Source: an optimization exercise on an open RTL-to-GDS flow (aim: small area, a short achievable clock period and few clock cycles per item). Production flows keep margins and buffers that such runs may drop.
For this run, only the layout was checked, not whether the RTL still works.
Power is estimated from default activity; no workload was simulated.

===== design/flow/config.mk =====
export PLATFORM = sky130hd
export DESIGN_NAME = rtp_depkt
export DESIGN_NICKNAME = rtp_depkt
export VERILOG_FILES = /design/flow/design.v
export SDC_FILE = /design/flow/constraint.sdc
export NUM_CORES = 4
export LEC_CHECK = 0
export CAP_MARGIN = 20
export CORE_MARGIN = 2
export CORE_UTILIZATION = 40
export PLACE_DENSITY = 0.6
export SLEW_MARGIN = 20

===== design/flow/constraint.sdc =====
create_clock -name core_clock -period 10.0 [get_ports {clk}]
set_input_delay 2.0000 -clock core_clock [delete_from_list [all_inputs] [get_ports {clk}]]
set_output_delay 2.0000 -clock core_clock [all_outputs]
set_load 0.01 [all_outputs]

===== design/flow/design.v =====
module rtp_depkt (
  input  wire        clk,
  input  wire        rst,
  input  wire        in_valid,
  input  wire [7:0]  in_data,
  input  wire        in_last,
  output wire        in_ready,
  input  wire [11:0] sps_w,
  input  wire [11:0] sps_h,
  output reg         fo_valid,
  output reg  [7:0]  fo_data,
  output reg         fo_last,
  output reg         st_valid,
  output reg  [1:0]  st_hdr,
  output reg  [2:0]  st_kind,
  output reg  [3:0]  st_action,
  output reg         st_marker,
  output wire [15:0] st_seq,
  output reg  [6:0]  st_payload_len,
  output wire        st_seq_exp_valid,
  output wire [15:0] st_seq_expected,
  output reg         st_seq_anomaly,
  output reg         st_res_change,
  output reg         st_au_abandoned,
  output reg  [7:0]  st_attempted_len,
  output wire        st_re_state,
  output wire [11:0] st_width,
  output wire [11:0] st_height,
  output wire [31:0] st_anomaly_count
);
  localparam H_ACCEPTED = 2'd0, H_SHORT = 2'd1, H_VERSION = 2'd2, H_PT = 2'd3;
  localparam K_NONE = 3'd0, K_SPS = 3'd1, K_PPS = 3'd2, K_IDR = 3'd3, K_NONIDR = 3'd4,
             K_FUS = 3'd5, K_FUC = 3'd6, K_UNKNOWN = 3'd7;
  localparam A_NONE = 4'd0, A_IGNORED = 4'd1, A_CACHED_SPS = 4'd2, A_CACHED_PPS = 4'd3,
             A_PS_DROPPED = 4'd4, A_AU_STARTED = 4'd5, A_AU_APPENDED = 4'd6,
             A_EMITTED = 4'd7, A_NO_RES = 4'd8, A_ORPHAN = 4'd9, A_AU_OVERFLOW = 4'd10;
  localparam P_SC1 = 3'd0, P_A = 3'd1, P_SC2 = 3'd2, P_B = 3'd3, P_SC3 = 3'd4, P_C = 3'd5;
  reg        rdy;            
  reg        sv;             
  reg [7:0]  sd;
  reg        sl;
  reg [6:0]  si;
  reg        hv;             
  reg [7:0]  hd;
  reg        hl;             
  reg [6:0]  hi;             
  reg [6:0]  bi;             
  reg [11:0] cap_w, cap_h;
  reg        v_ok, pt_ok, mb;
  reg [15:0] seq;
  reg [2:0]  p0f;            
  reg        p0fu;           
  reg        fus_idr;        
  reg [2:0]  kk;             
  reg        mode_au, mode_stg;
  reg [7:0]  wptr;           
  reg [7:0]  wofs;           
  reg        wq_v;
  reg [6:0]  wq_a;
  reg [7:0]  wq_d;
  reg        pv;
  reg [6:0]  pr_plen;
  reg [1:0]  pr_hdr;
  reg        pr_p0;          
  reg        p2v;
  reg [2:0]  k2;
  reg [1:0]  h2;
  reg [6:0]  pl2;
  reg        m2, ovf2, big2, resc2, anom2, hres2;
  reg [7:0]  att2;
  reg [7:0]  addv2;
  reg [6:0]  cv2;
  reg        st_acc;
  reg [7:0]  stg [0:15];
  reg [7:0]  cch [0:23];
  reg [4:0]  sps_len;
  reg [3:0]  pps_len;
  reg        sps_cm, pps_cm;
  reg [11:0] width, height;
  reg        seq_valid;
  reg        seq_upd;
  reg [15:0] seq_exp;
  reg [31:0] anom_cnt;
  reg [7:0]  au_buf [0:127];
  reg [7:0]  rd;             
  reg [7:0]  au_start;       
  reg [7:0]  au_cnt;         
  reg [7:0]  au_tot;         
  reg [6:0]  au_c;           
  reg        au_pre;
  reg [4:0]  au_spsl;
  reg [3:0]  au_ppsl;
  reg        re_state;
  reg        cp_en;
  reg [7:0]  cp_wptr;
  reg [5:0]  cp_rem;
  reg [4:0]  cp_src;
  reg        qf_pre  [0:3];
  reg [4:0]  qf_spsl [0:3];
  reg [3:0]  qf_ppsl [0:3];
  reg [6:0]  qf_clen [0:3];
  reg [1:0]  q_rp, q_wp;
  reg [2:0]  q_n;
  reg [2:0]  em_ph;
  reg [1:0]  em_sc;
  reg [6:0]  em_rem;
  assign in_ready         = rdy;
  assign st_re_state      = re_state;
  assign st_width         = width;
  assign st_height        = height;
  assign st_anomaly_count = anom_cnt;
  assign st_seq           = st_acc ? seq : 16'd0;
  assign st_seq_exp_valid = st_acc & seq_valid;
  assign st_seq_expected  = (st_acc & seq_valid) ? seq_exp : 16'd0;
  wire [5:0]  pre      = {1'b0, sps_len} + {2'b0, pps_len};
  wire [7:0]  pre8     = {2'b0, pre};
  wire        cp_done  = (cp_rem == 6'd0);
  wire        acc_hdr  = v_ok & pt_ok;
  wire        at12     = (hi == 7'd12);
  wire        at13     = (hi == 7'd13);
  wire        gt12     = (hi > 7'd12);
  wire [4:0]  ht       = hd[4:0];
  wire        is12_idr = at12 & acc_hdr & (ht == 5'd5);
  wire        is12_non = at12 & acc_hdr & (ht == 5'd1);
  wire        is12_ps  = at12 & acc_hdr & ((ht == 5'd7) | (ht == 5'd8));
  wire        is13_fu  = at13 & acc_hdr & p0fu;
  wire        is13_fus = is13_fu & hd[7];
  wire        is13_fui = is13_fus & (ht == 5'd5);
  wire        pay_we   = mode_au & gt12 & (wofs < 8'd125) & ~is13_fu;
  wire        hw_req   = is12_idr | is12_non | is13_fus | pay_we;
  wire        sel_cp   = is12_idr | is13_fui;
  wire        sel_st   = is12_non | (is13_fus & ~is13_fui);
  wire [7:0]  d_cp     = cp_wptr - rd;
  wire [7:0]  d_st     = au_start - rd;
  wire [7:0]  d_wp     = wptr - rd;
  wire        hw_space = sel_cp ? ~d_cp[7] : sel_st ? ~d_st[7] : ~d_wp[7];
  wire [7:0]  hw_addr  = sel_cp ? cp_wptr : sel_st ? au_start : wptr;
  wire [7:0]  hw_data  = is13_fus ? {p0f, ht} : hd;
  wire        q_stall  = ({1'b0, q_n} + {3'd0, pv} + {3'd0, p2v}) >= 4'd4;
  wire        can_consume = ~(hw_req & ~hw_space) & ~(sel_cp & ~cp_done) & ~(hl & q_stall);
  wire        consume  = hv & can_consume;
  wire        head_we  = consume & hw_req;
  wire        head_free = ~hv | can_consume;
  wire        fire     = in_valid & rdy;
  wire        cp_kick  = hv & sel_cp;
  wire        cp_we    = (cp_en | cp_kick) & ~cp_done & ~(hv & hw_req & ~sel_cp) & ~d_cp[7] & ~sps_cm & ~pps_cm;
  wire [7:0]  cp_byte  = cch[cp_src];
  wire [3:0]  stg_idx  = hi[3:0] - 4'd12;
  wire        accepted = (pr_hdr == H_ACCEPTED);
  wire [7:0]  plen8    = {1'b0, pr_plen};
  wire [2:0]  kind     = ~accepted ? K_NONE : ~pr_p0 ? K_UNKNOWN : kk;
  wire [7:0]  len_idr  = 8'd9 + pre8 + plen8;
  wire [7:0]  len_non  = 8'd3 + plen8;
  wire [7:0]  len_fus  = (fus_idr ? 8'd6 + pre8 : 8'd0) + 8'd2 + plen8;
  wire [8:0]  len_cont = {1'b0, au_tot} + {1'b0, plen8} - 9'd2;
  reg         ovf1;
  reg  [7:0]  att1;
  always @(*) begin
    case (kind)
      K_IDR:    begin ovf1 = (len_idr > 8'd128);   att1 = len_idr; end
      K_NONIDR: begin ovf1 = (len_non > 8'd128);   att1 = len_non; end
      K_FUS:    begin ovf1 = (len_fus > 8'd128);   att1 = len_fus; end
      K_FUC:    begin ovf1 = (len_cont > 9'd128);  att1 = len_cont[7:0]; end
      default:  begin ovf1 = 1'b0;                 att1 = plen8; end
    endcase
  end
  wire        em_on    = (q_n != 3'd0);
  wire        m_pre    = qf_pre[q_rp];
  wire [4:0]  m_spsl   = qf_spsl[q_rp];
  wire [3:0]  m_ppsl   = qf_ppsl[q_rp];
  wire [6:0]  m_clen   = qf_clen[q_rp];
  wire        em_data  = (em_ph == P_A) | (em_ph == P_B) | (em_ph == P_C);
  wire        em_pop   = em_on & (em_ph == P_C) & (em_rem == 7'd1);
  reg         q_push;
  reg         qp_pre;
  reg  [4:0]  qp_spsl;
  reg  [3:0]  qp_ppsl;
  integer i;
  always @(posedge clk) begin
    if (wq_v) au_buf[wq_a] <= wq_d;
    if (hv & mode_stg & gt12 & (hi < 7'd28)) stg[stg_idx] <= hd;
    if (hv & is12_ps) stg[0] <= hd;
    if (sps_cm) for (i = 0; i < 16; i = i + 1) cch[i] <= stg[i];
    if (pps_cm) for (i = 0; i < 8; i = i + 1) cch[16 + i] <= stg[i];
  end
  always @(posedge clk) begin
    st_valid <= 1'b0;
    fo_valid <= 1'b0;
    fo_last  <= 1'b0;
    pv       <= 1'b0;
    p2v      <= 1'b0;
    wq_v     <= 1'b0;
    sps_cm   <= 1'b0;
    pps_cm   <= 1'b0;
    q_push = 1'b0;
    qp_pre = 1'b0; qp_spsl = 5'd0; qp_ppsl = 4'd0;
    if (rst) begin
      rdy       <= 1'b0;
      sv        <= 1'b0;
      hv        <= 1'b0;
      bi        <= 7'd0;
      mode_au   <= 1'b0;
      mode_stg  <= 1'b0;
      sps_len   <= 5'd0;
      pps_len   <= 4'd0;
      width     <= 12'd0;
      height    <= 12'd0;
      seq_valid <= 1'b0;
      seq_upd   <= 1'b0;
      anom_cnt  <= 32'd0;
      rd        <= 8'd0;
      au_start  <= 8'd0;
      au_cnt    <= 8'd0;
      au_tot    <= 8'd0;
      au_c      <= 7'd0;
      re_state  <= 1'b0;
      cp_en     <= 1'b1;
      cp_wptr   <= 8'd0;
      cp_rem    <= 6'd0;
      cp_src    <= 5'd16;
      q_rp      <= 2'd0;
      q_wp      <= 2'd0;
      q_n       <= 3'd0;
      em_ph     <= P_SC1;
      em_sc     <= 2'd0;
      em_rem    <= 7'd0;
    end else begin
      if (fire) begin
        bi <= in_last ? 7'd0 : bi + 7'd1;
        if (in_last && bi >= 7'd11) begin
          cap_w <= sps_w;
          cap_h <= sps_h;
        end
      end
      if (head_free) begin
        if (sv) begin
          hv <= 1'b1; hd <= sd; hl <= sl; hi <= si;
        end else if (fire) begin
          hv <= 1'b1; hd <= in_data; hl <= in_last; hi <= bi;
        end else begin
          hv <= 1'b0;
        end
        sv  <= 1'b0;
        rdy <= 1'b1;
      end else begin
        if (fire) begin
          sv <= 1'b1; sd <= in_data; sl <= in_last; si <= bi;
        end
        rdy <= ~(sv | fire);
      end
      if (cp_kick) cp_en <= 1'b1;
      if (cp_we) begin
        wq_v    <= 1'b1;
        wq_a    <= cp_wptr[6:0];
        wq_d    <= cp_byte;
        cp_wptr <= cp_wptr + 8'd1;
        cp_rem  <= cp_rem - 6'd1;
        cp_src  <= (~cp_src[4] && (cp_src + 5'd1 == sps_len)) ? 5'd16 : cp_src + 5'd1;
      end
      if (hv) begin
        case (hi)
          7'd0: v_ok <= (hd[7:6] == 2'd2);
          7'd1: begin pt_ok <= (hd[6:0] == 7'd96); mb <= hd[7]; end
          7'd2: seq[15:8] <= hd;
          7'd3: seq[7:0]  <= hd;
          default: ;
        endcase
        if (hl) begin
          pr_plen <= hi - 7'd11;
          pr_p0   <= (hi > 7'd11);
          pr_hdr  <= (hi < 7'd11) ? H_SHORT : ~v_ok ? H_VERSION : ~pt_ok ? H_PT : H_ACCEPTED;
        end
      end
      if (consume) begin
        if (hi == 7'd0) begin
          mode_au  <= 1'b0;
          mode_stg <= 1'b0;
        end
        if ((hi == 7'd2) && seq_upd) begin
          seq_upd   <= 1'b0;
          seq_valid <= 1'b1;
          seq_exp   <= seq + 16'd1;
        end
        if (at12) begin
          p0f      <= hd[7:5];
          p0fu     <= (ht == 5'd28);
          mode_stg <= is12_ps;
          mode_au  <= is12_idr | is12_non;
          cp_en    <= cp_en & acc_hdr & ((ht == 5'd5) | (ht == 5'd28));
          case (ht)
            5'd7:  kk <= K_SPS;
            5'd8:  kk <= K_PPS;
            5'd5:  kk <= K_IDR;
            5'd1:  kk <= K_NONIDR;
            default: kk <= K_UNKNOWN;
          endcase
        end
        if (at13) fus_idr <= (ht == 5'd5);
        if (is13_fu) begin
          kk       <= hd[7] ? K_FUS : K_FUC;
          cp_en    <= is13_fui;
          if (is13_fus) begin
            mode_au <= 1'b1;
          end else begin
            mode_au <= re_state;
            wptr    <= au_start + au_cnt;
            wofs    <= au_cnt;
          end
        end
        if (head_we) begin
          wq_v <= 1'b1;
          wq_a <= hw_addr[6:0];
          wq_d <= hw_data;
          wptr <= hw_addr + 8'd1;
          wofs <= sel_st ? 8'd1 : sel_cp ? pre8 + 8'd1 : wofs + 8'd1;
        end else if (mode_au & ~is13_fu & gt12) begin
          wofs <= wofs + 8'd1;
        end
        if (hl) pv <= 1'b1;
      end
      if (pv) begin
        p2v   <= 1'b1;
        k2    <= kind;
        h2    <= pr_hdr;
        pl2   <= pr_plen;
        m2    <= mb;
        ovf2  <= ovf1;
        att2  <= att1;
        big2  <= (kind == K_SPS) ? (pr_plen > 7'd16) : (pr_plen > 7'd8);
        resc2 <= (cap_w != 12'd0) && (cap_h != 12'd0) && (cap_w != width || cap_h != height);
        anom2 <= seq_valid && (seq != seq_exp);
        hres2 <= (width != 12'd0) && (height != 12'd0);
        addv2 <= (kind == K_FUC) ? au_cnt + plen8 - 8'd2 :
                 plen8 + (((kind == K_IDR) || ((kind == K_FUS) && fus_idr)) ? pre8 : 8'd0);
        cv2   <= (kind == K_FUC) ? au_c + pr_plen - 7'd2 : pr_plen;
      end
      if (p2v) begin
        st_valid         <= 1'b1;
        st_acc           <= (h2 == H_ACCEPTED);
        st_hdr           <= h2;
        st_kind          <= k2;
        st_marker        <= (h2 == H_ACCEPTED) & m2;
        st_payload_len   <= (h2 == H_ACCEPTED) ? pl2 : 7'd0;
        st_seq_anomaly   <= (h2 == H_ACCEPTED) & anom2;
        st_res_change    <= 1'b0;
        st_au_abandoned  <= 1'b0;
        st_attempted_len <= 8'd0;
        st_action        <= A_NONE;
        if (h2 == H_ACCEPTED) begin
          seq_upd <= 1'b1;
          if (anom2) anom_cnt <= anom_cnt + 32'd1;
        end
        cp_en   <= ~re_state;
        cp_wptr <= au_start;
        cp_rem  <= pre;
        cp_src  <= (sps_len == 5'd0) ? 5'd16 : 5'd0;
        case (k2)
          K_SPS: begin
            if (big2) begin
              st_action        <= A_PS_DROPPED;
              st_attempted_len <= att2;
            end else begin
              sps_cm    <= 1'b1;
              sps_len   <= pl2[4:0];
              cp_rem    <= {1'b0, pl2[4:0]} + {2'b0, pps_len};
              cp_src    <= 5'd0;
              st_action <= A_CACHED_SPS;
              if (resc2) begin
                width         <= cap_w;
                height        <= cap_h;
                st_res_change <= 1'b1;
              end
            end
          end
          K_PPS: begin
            if (big2) begin
              st_action        <= A_PS_DROPPED;
              st_attempted_len <= att2;
            end else begin
              pps_cm    <= 1'b1;
              pps_len   <= pl2[3:0];
              cp_rem    <= {1'b0, sps_len} + {2'b0, pl2[3:0]};
              st_action <= A_CACHED_PPS;
            end
          end
          K_IDR, K_NONIDR: begin
            st_au_abandoned <= re_state;
            re_state        <= 1'b0;
            au_cnt          <= 8'd0;
            cp_en           <= 1'b1;
            if (ovf2) begin
              st_action        <= A_AU_OVERFLOW;
              st_attempted_len <= att2;
            end else if (!hres2) begin
              st_action <= A_NO_RES;
            end else begin
              st_action <= A_EMITTED;
              q_push    = 1'b1;
              qp_pre    = (k2 == K_IDR);
              qp_spsl   = sps_len;
              qp_ppsl   = pps_len;
              au_start  <= au_start + addv2;
              cp_wptr   <= au_start + addv2;
            end
          end
          K_FUS: begin
            st_au_abandoned <= re_state;
            if (ovf2) begin
              st_action        <= A_AU_OVERFLOW;
              st_attempted_len <= att2;
              re_state         <= 1'b0;
              au_cnt           <= 8'd0;
              cp_en            <= 1'b1;
            end else begin
              st_action <= A_AU_STARTED;
              re_state  <= 1'b1;
              cp_en     <= 1'b0;
              au_tot    <= att2;
              au_cnt    <= addv2 - 8'd1;
              au_c      <= cv2 - 7'd1;
              au_pre    <= fus_idr;
              au_spsl   <= sps_len;
              au_ppsl   <= pps_len;
            end
          end
          K_FUC: begin
            if (!re_state) begin
              st_action <= A_ORPHAN;
            end else if (ovf2) begin
              st_action        <= A_AU_OVERFLOW;
              st_attempted_len <= att2;
              re_state         <= 1'b0;
              au_cnt           <= 8'd0;
              cp_en            <= 1'b1;
            end else if (m2 && !hres2) begin
              st_action <= A_NO_RES;
              re_state  <= 1'b0;
              au_cnt    <= 8'd0;
              cp_en     <= 1'b1;
            end else if (m2) begin
              st_action <= A_EMITTED;
              re_state  <= 1'b0;
              au_cnt    <= 8'd0;
              cp_en     <= 1'b1;
              q_push    = 1'b1;
              qp_pre    = au_pre;
              qp_spsl   = au_spsl;
              qp_ppsl   = au_ppsl;
              au_start  <= au_start + addv2;
              cp_wptr   <= au_start + addv2;
            end else begin
              st_action <= A_AU_APPENDED;
              au_tot    <= att2;
              au_cnt    <= addv2;
              au_c      <= cv2;
            end
          end
          K_UNKNOWN: st_action <= A_IGNORED;
          default:   st_action <= A_NONE;
        endcase
      end
      if (em_on) begin
        fo_valid <= 1'b1;
        if (em_data) begin
          fo_data <= au_buf[rd[6:0]];
          rd      <= rd + 8'd1;
          em_rem  <= em_rem - 7'd1;
          if (em_rem == 7'd1) begin
            case (em_ph)
              P_A:     em_ph <= P_SC2;
              P_B:     em_ph <= P_SC3;
              default: begin em_ph <= P_SC1; fo_last <= 1'b1; end
            endcase
          end
        end else begin
          fo_data <= {7'd0, em_sc == 2'd2};
          em_sc   <= em_sc + 2'd1;
          if (em_sc == 2'd2) begin
            em_sc <= 2'd0;
            case (em_ph)
              P_SC1: begin
                if (m_pre) begin
                  if (m_spsl != 5'd0) begin em_ph <= P_A; em_rem <= {2'd0, m_spsl}; end
                  else em_ph <= P_SC2;
                end else begin
                  em_ph <= P_C; em_rem <= m_clen;
                end
              end
              P_SC2: begin
                if (m_ppsl != 4'd0) begin em_ph <= P_B; em_rem <= {3'd0, m_ppsl}; end
                else em_ph <= P_SC3;
              end
              default: begin em_ph <= P_C; em_rem <= m_clen; end
            endcase
          end
        end
      end
      if (q_push) begin
        qf_pre[q_wp]  <= qp_pre;
        qf_spsl[q_wp] <= qp_spsl;
        qf_ppsl[q_wp] <= qp_ppsl;
        qf_clen[q_wp] <= cv2;
        q_wp <= q_wp + 2'd1;
      end
      if (em_pop) q_rp <= q_rp + 2'd1;
      q_n <= q_n + {2'd0, q_push} - {2'd0, em_pop};
    end
  end
endmodule

===== design/flow/run.sh =====
#!/bin/bash
# synth_recipe.tcl (not shown) runs the flow's synth.tcl, then flattens the netlist and writes it again
# the make line also repeats each setting of config.mk as NAME=value (left out here)
make -C /OpenROAD-flow-scripts/flow DESIGN_CONFIG=/design/flow/config.mk WORK_HOME=/design/flow/orfs CLKGATE_MAP_FILE= SYNTH_SCRIPT=/design/flow/synth_recipe.tcl finish

==> impl_metrics.csv <==
group,metric,value,unit
sta,finalSetupTns,0,ns
finish,final_cells,7500,
finish,mostFrequentLayoutCells,"edfxtp_1, nor2_1, mux4_2, nand2_1, a21oi_1",
finish,area.sequential,0.0528,mm²
sta,worst_pin_slew,1.11,ns
worst_setup_path,critPathKind,"reg -> reg",
worst_setup_path,critPathArrivalTime,5.11,ns
sta,fin_worst_skew,0.0804,ns
finish,num-nets-final,5052,
yosys,synth_ff_type,"edfxtp_1",
die,rows,159,
worst_setup_path,cp-start-kind,"flop",
worst_setup_path,cp_slowest_cell,"edfxtp_1",
place,gp_congestion,0.823,
sta,setup_viol,0,
grt,grt_max_degree,133,
yosys,yosysWarnings,2,
grt,grt_pass1_vias,41500,
power,p_leak,27.4,nW
sta,period_needed,4.69,ns
routing,drcViolationCount,0,
clock_network,cts_hold_buf,0,
hold_path,hold_depth,0,
finish,drive_above_1_share,0.160,
worst_setup_path,crit_chain,"or4b_2 > nor3_1 > o21ai_1 > a21oi_1 > o31ai_1 > nand2b_1 > a21oi_1",
die,fp.dieW,438,µm
clock_network,cts_tree,"built",
yosys,avgSynthCellArea,16.4,µm²
die,core_area,0.187,mm²
place,place.port_buffers,165,
sta,relSlewSlack,0.259,
sta,fmax,213,MHz
die,dieHeight,438,µm
run,max_cap_viol_count,0,
finish,final_common_cell,"edfxtp_1",
place,dp_hpwl,117,mm
clock_network,clock-sinks,1815,
yosys,yosysTopAreaCell,"edfxtp_1",
outcome,outcome,"complete, no violations",
yosys,yosys-top-cells-area,"edfxtp_1, mux4_2, dfxtp_1, ha_1, nor2_1",
worst_setup_path,endpoint_kind,"flop",
yosys,yosys.area.top_type_share,0.655,
sta,rsz0062_at_grt,"no",
clock_network,clk_path_buf_depth,3,
yosys,ys_seq_area_frac,0.702,
yosys,synth_seq_cells,1815,
routing,wl_per_cell,24.7,µm
die,die_area,0.191,mm²
place,dp.cells,7159,
routing,final_antenna_net_count,0,
grt,grt_usage,0.193,
die,io_pins,166,
worst_setup_path,crit_top_cell,"a21oi_1",
worst_setup_path,crit_required,10.42,ns
grt,grt-ovfl-total,0,
routing,avgViaCountPerCell,5.54,
routing,drtPass1Iterations,6,
yosys,yosysUniqueCellTypes,76,
finish,final.fill_count,16000,
worst_setup_path,crit_fanout,26,
clock_network,cts_setup_buffers,0,
clock_network,numCtsBuffers,182,
sta,hold_violations,0,
worst_setup_path,r2r_cells,7,
power,power.density,200,mW/mm²
worst_setup_path,cpPeakStageDelay,1.03,ns
grt,antenna_found_initial,1,
routing,vias,41500,
yosys,synth-async-reset-ratio,0,
routing,drt_wl_total,185,mm
sta,slew_violations,0,
die,start_util,0.402,
routing,dr.first_iter.drc_count,3934,
finish,area_delta_synth_final,14.7,%
power,ir_drop,249,µV
clock_network,cts-root-buf,"clkbuf_16",
clock_network,clk_pin_slew,0.06,ns
grt,grt_pass1_wl,276,mm
clock_network,ctsResizeCount,0,
clock_network,h-tree-depth,4,
yosys,syn_nets,4784,
hold_path,hp-class,"reg -> reg",
finish,multi_input_area,0.0212,mm²
yosys,synth_edf_count,1640,
yosys,syn_area,0.0752,mm²
yosys,netlist_instances,4583,
sta,post-route-period-util,0.469,
clock_network,clock_latency,0.85,ns
[per-layer routing]
layer  up-vias  share of wire  track usage  routed length, µm
met1     21400           0.42        0.264              78200
met4         2          0.024       0.0522               4500
li1      18400              -            -                  -
met2      1439           0.49        0.318              90800
met3       278          0.061       0.0322              11300
met5         -       0.000070            0                 13
[cells by family (layout without fill, tap and decap cells)]
| group | count (synthesis) | count (layout) | share of synthesized area |
|---|---|---|---|
| multiplexers | 383 | 383 | 0.109 |
| flip-flops | 1815 | 1815 | 0.702 |
| other | 1 | 3 | 0.0000499 |
| AO/OA/AOI/OAI | 587 | 587 | 0.0508 |
| AND/OR/NAND/NOR | 1074 | 1074 | 0.0674 |
| adder cells (fa/ha/maj) | 165 | 165 | 0.0287 |
| buffers and inverters | 351 | 771 | 0.0181 |
| XOR/XNOR | 207 | 207 | 0.0241 |
[flip-flops by register name (all words and copies together) (netlist names), 12 cells and up, named ones only]
| signal | count |
|---|---|
| width | 12 |
| cch | 192 |
| qf_clen | 28 |
| au_buf | 1024 |
| cap_w | 12 |
| qf_spsl | 20 |
| anom_cnt | 32 |
| seq_exp | 16 |
| height | 12 |
| qf_ppsl | 16 |
| stg | 128 |
| seq | 16 |
| cap_h | 12 |
[worst max-delay path: cells and delay by family (launching register included)]
kind / cells / cell delay [ns]
AO/OA/AOI/OAI: 4 / 1.87
flip-flops: 1 / 1.03
AND/OR/NAND/NOR: 3 / 1.37
[power by group]
part / leakage [nW] / internal [mW] / total (mW) / switching (mW)
sequential: 16.2 / 9.00 / 9.12 / 0.111
combinational: 8.33 / 0.294 / 1.39 / 1.09
clock: 2.90 / 3.80 / 6.77 / 2.96
total: 27.4 / 13.1 / 17.3 / 4.17
[synth_stat cells, types with 26 or more instances]
cell and number:
nor3_1 67, mux4_2 347, inv_1 153, o21ai_0 97, and2_1 51, edfxtp_1 1640
dfxtp_1 175, a211oi_1 26, nand4_1 32, nand3_1 88, xor2_1 69, nand2_1 245
nor2b_1 29, and3_1 49, a21oi_1 185, a22oi_1 96, ha_1 153, nor2_1 384
buf_1 33, nor4_1 31, xnor2_1 138, clkbuf_1 144
[stage by stage]
| step | power (mW) | instance area [µm²] | utilization | setup slack [ns] | hold slack (ns) |
|---|---|---|---|---|---|
| after CTS | 17.4 | 86100 | 0.460 | 5.36 | 0.398 |
| after global placement | 10.6 | 80100 | 0.428 | 5.36 | 0.400 |
| after detailed placement | 10.7 | 80100 | 0.428 | 5.38 | 0.405 |
| final | 17.3 | 86200 | 0.460 | 5.31 | 0.401 |
| after floorplan | 10.1 | 75200 | - | 5.29 | 0.400 |
| after global routing | 17.9 | 86200 | 0.460 | 5.09 | 0.406 |
[final timing paths]
kind	slack, ns	end	from
max	5.31	wptr[0]	hd[0]
min	0.40	cch[15][7]	stg[15][7]
min reg2reg	0.40	cch[15][7]	stg[15][7]
max reg2reg	5.31	wptr[0]	hd[0]
[cell type report]
class,instances,share of cell area
Tap cell,2495,0.0362
Antenna cell,2,0.0000581
Timing Repair Buffer,280,0.0299
Inverter,155,0.00675
Clock buffer,241,0.0569
Sequential cell,1815,0.612
Clock inverter,95,0.0123
Multi-Input combinational cell,2417,0.246

[afterwards: timing with drivers on the ports]
The results above use ideal ports. As a check the final layout listed here was re-extracted and re-timed, cells and wires unchanged. Step 1 assumes that a clkbuf_16 drives the clock port and a buf_2 every other input. Step 2 also shifts input and output timing later by t, the mid clock arrival at the registers, as if the neighbouring blocks saw the same clock. a / b / c = ideal ports / drivers / drivers and shift; a / b = the first two.
t (ns): 0.892
slack for setup (ns): 5.309 / 5.309 / 5.309
worst register clock-pin slew, ns: 0.07 / 0.07
After both steps this run still meets setup and hold. The setup slack of this run moves by 0.000 ns with the drivers and by 0.000 ns with both steps.
